From an optimization exercise on the open Yosys and OpenROAD flow, aimed at a short achievable clock period; shortcuts taken in it are not production practice.
Power is estimated from default activity; no workload was simulated.

==> flow/design.v (excerpt) <==
module twms (
  input  logic        clk,
  input  logic        rst,           
  input  logic        cmd_valid,
  input  logic [1:0]  cmd_port,      
  input  logic [31:0] cmd_word,
  output logic        rsp_valid,
  output logic        rsp_ok,
  output logic [31:0] rsp_data,
  output logic [1:0]  bo0_cnt,       
  output logic [10:0] bo0_act0,
  output logic [10:0] bo0_act1,
  output logic [1:0]  bo1_cnt,       
  output logic [10:0] bo1_act0,
  output logic [10:0] bo1_act1,
  output logic        sleep_valid,   
  output logic [2:0]  sleep_level,
  output logic        pwr_asleep,    
  output logic [2:0]  pwr_level,
  output logic        halt,          
  output logic [2:0]  fcode,
  output logic [7:0]  finfo
);
Settings: LEC_CHECK=0, CAP_MARGIN=20, CORE_MARGIN=2, CORE_UTILIZATION=40, PLACE_DENSITY=0.6, SLEW_MARGIN=20, SYNTH_HIERARCHICAL=1, SYNTH_MINIMUM_KEEP_SIZE=0; clock period 10.0 ns.
standard.sh (not shown) runs the stock make flow with config.mk's settings and CLKGATE_MAP_FILE= SYNTH_SCRIPT=/design/flow/synth_recipe.tcl, a recipe that flattens the netlist after the stock synthesis.
==> flow/flow/run.sh <==
#!/bin/bash
# Layout flow: the standard ORFS flow, with timing repair aimed at a setup
# slack margin well above what the 10 ns clock asks for, so that the resizer
# keeps working on the critical paths (the SDC is unchanged), and a last
# max-slew/max-cap repair after global routing (flow/post_grt.tcl). Port
# buffers are buf_4 (ORFS would pick a delay cell, clkdlybuf4s50_1).
# The platform's don't-use cells are extended with the slow high-stack gates
# (flow/dont_use.txt), for synthesis and for the resizer alike.
# make's output goes to standard_flow.log; each ORFS step logs under orfs/logs/.
set -euo pipefail
MARGIN=${MARGIN:-7.0}
DONT_USE=$(tr '\n' ' ' < flow/dont_use.txt)
bash standard.sh SETUP_SLACK_MARGIN=$MARGIN TNS_END_PERCENT=100 \
  "DONT_USE_CELLS=$DONT_USE" \
  "BUFFER_PORTS_ARGS=-buffer_cell sky130_fd_sc_hd__buf_4" \
  POST_GLOBAL_ROUTE_TCL=$PWD/flow/post_grt.tcl finish > standard_flow.log 2>&1
Other scripts of this flow, unchanged in this note and not shown: flow/flow/dont_use.txt, flow/flow/post_grt.tcl
==> next run, changes <==
--- a/flow/design.v
+++ b/flow/design.v
@@ -401,26 +401,16 @@
            (g_env && ((g_op[13] && g_z2524 && g_z218 && g_ik && g_b) ||
                       (g_op[14] && (cmd_word[27:24] == 4'd1) && g_z238 && g_z7_0))) ||
            (g_sev && g_op[12] && g_z238 && g_sk && g_b);
     g_fstat = g_host && g_op[14] && g_z2724 && g_z238 && g_z7_0;
     g_busy  = (g_op[1] || g_op[3]) && !avail_n[cmd_word[26]];
     c4 = v && h && !g_fstat;
     c1 = v && !h && !g_wf;
-    c2 = !h && ((g_host && g_op[1] && (cmd_word[6:5] == 2'b0) && (!g_b || !g_cnt)) ||
-                (g_host && g_z238 &&
-                 ((g_op[3] && !g_b) ||
-                  (g_z7_0 && (((g_op[2] || g_op[4]) && g_z2524) ||
-                              (g_op[13] && (cmd_word[25:24] == 2'd2))) && !g_b) ||
-                  (g_z7_3 && (((g_op[8] || g_op[9]) && g_z2724 && !g_lvl) ||
-                              (g_op[13] && (cmd_word[25:24] == 2'd1) && !g_b))))) ||
-                (g_env && g_op[13] && g_z2524 && g_z218 && g_ik && !g_b) ||
-                (g_sev && g_op[12] && g_z238 && g_sk && !g_b));
-    c3 = !h && g_b && !avail_n[cmd_word[26]] &&
-          ((g_host && g_op[1] && (cmd_word[6:5] == 2'b0) && g_cnt) ||
-           (g_host && g_op[3] && g_z238));
+    c2 = !h && g_wf && !g_go;
+    c3 = !h && g_go && g_busy;
     ck_xs  = v && (cmd_port == 2'd0) && (cmd_word[6:5] == 2'b0) && !cmd_word[27] &&
              (cmd_word[9:7] != 3'd0) && (cmd_word[9:7] <= 3'd4);
     ck_em  = v && (cmd_port == 2'd0) && (cmd_word[27:3] == 25'b0);
     ck_sub = v && (cmd_port == 2'd2) && (cmd_word[23:8] == 16'b0) && !cmd_word[27] &&
              ((cmd_word[25:24] == 2'd1) ||
               (((cmd_word[25:24] == 2'd0) || (cmd_word[25:24] == 2'd2)) && (cmd_word[7:0] == 8'b0)));
     sp_xs  = (cmd_word[31:28] == 4'h1) && avail_n[cmd_word[26]] && vfull[2];
@@ -469,36 +459,26 @@
       3'b101:  rd_src = {16'b0, rd_irqv};
       default: rd_src = {16'b0, finfo_cur, 4'b0, fcode_cur, h};
     endcase
     rd[31:16] = rd_src[31:16] & {16{rd_ok_hi}};
     rd[15:8]  = rd_src[15:8]  & {8{rd_ok_mid}};
     rd[7:0]   = rd_src[7:0]   & {8{rd_ok_lo}};
     rd[2:0]   = rd[2:0] | (cda & {3{rd_ok_cda}});
-    ok = g_fstat || (!h &&
-         ((g_host && g_op[1] && (cmd_word[6:5] == 2'b0) && g_b && g_cnt && avail_n[cmd_word[26]]) ||
-          (g_host && g_z238 &&
-           ((g_op[3] && g_b && avail_n[cmd_word[26]]) ||
-            (g_z7_0 && (((g_op[2] || g_op[4]) && g_z2524 && g_b) ||
-                        ((g_op[7] || g_op[10] || g_op[11] || g_op[14]) && g_z2724) ||
-                        (g_op[13] && (cmd_word[25:24] == 2'd2) && g_b))) ||
-            (g_z7_5 && (g_op[5] || g_op[6]) && g_z2724) ||
-            (g_z7_3 && (((g_op[8] || g_op[9]) && g_z2724 && g_lvl) ||
-                        (g_op[13] && (cmd_word[25:24] == 2'd1) && g_b))))) ||
-          (g_env && ((g_op[13] && g_z2524 && g_z218 && g_ik && g_b) ||
-                     (g_op[14] && (cmd_word[27:24] == 4'd1) && g_z238 && g_z7_0))) ||
-          (g_sev && g_op[12] && g_z238 && g_sk && g_b)));
+    ok = g_fstat || (!h && g_go && !g_busy);
     rsp_ok_d = ok;
     rsp_data_d = rd;
     rsp_data_d[0] = c1 || c3 || rd[0];
     rsp_data_d[1] = c2 || c3 || rd[1];
     rsp_data_d[2] = c4 || rd[2];
     for (int b = 0; b < 2; b++) begin
-      bo_cnt_d[b] = {e_xs[b], 1'b0} | (dlv_cnt[b] & {2{nv}});
+      bo_cnt_d[b] = 2'd0;
       for (int k = 0; k < 3; k++)
-        bo_cnt_d[b] = bo_cnt_d[b] | (hcnt[b][k] & {2{d_subev[b][k] && !h}});
+        if (d_subev[b][k] && !h) bo_cnt_d[b] = hcnt[b][k];
+      if (nv)      bo_cnt_d[b] = dlv_cnt[b];
+      if (e_xs[b]) bo_cnt_d[b] = 2'd2;
       if (!cmd_valid) begin
         bo_a0_d[b] = dlv_a0[b];
         bo_a1_d[b] = dlv_a1[b];
       end else if (cmd_word[31:28] == 4'h1) begin
         bo_a0_d[b] = BA_START;
         bo_a1_d[b] = BA_TX | {3'b0, cmd_word[24:18], 1'b0};
       end else begin
Cell area is about the same.
Register-to-register slack is worse by 0.11 ns.
Clock-buffer cell count decreases by 2.
Sequential share of layout area stays flat.
Wire length increases by 6.2%.
Core utilization barely changes.
Setup slack is worse by 0.042 ns.
Maximum frequency decreases by 1.3%.
Critical path depth increases by 10.
Power decreases by 2.8%.
No functional check of the RTL was part of any run of this note.

## what the ideal ports hide
How much do the figures lean on ideal ports? The routed layouts below were timed once more, with nothing changed but the port constraints.
Step 1: set_driving_cell puts a clkbuf_16 on clk and a buf_2 on each other input, an assumption about the parent block.
Step 2 also shifts input and output timing later by t, the mid clock arrival at the registers, as if the neighbouring blocks saw the same clock.
Slacks: ideal / step 1 / step 2; pairs: ideal / step 1.
run | t, ns | setup WS [ns] | hold WS [ns] | clock arrival spread, ns
the first run | 0.701 | 6.799 / 6.736 / 6.106 | 0.482 / 0.482 / 0.482 | 0.021 / 0.020
the second run | 0.677 | 6.757 / 6.744 / 6.067 | 0.462 / 0.462 / 0.462 | 0.019 / 0.019
After both steps every run listed still meets setup and hold. For the first run, which loses most, drivers alone change the setup slack by -0.063 ns; drivers and shift together by -0.693 ns.
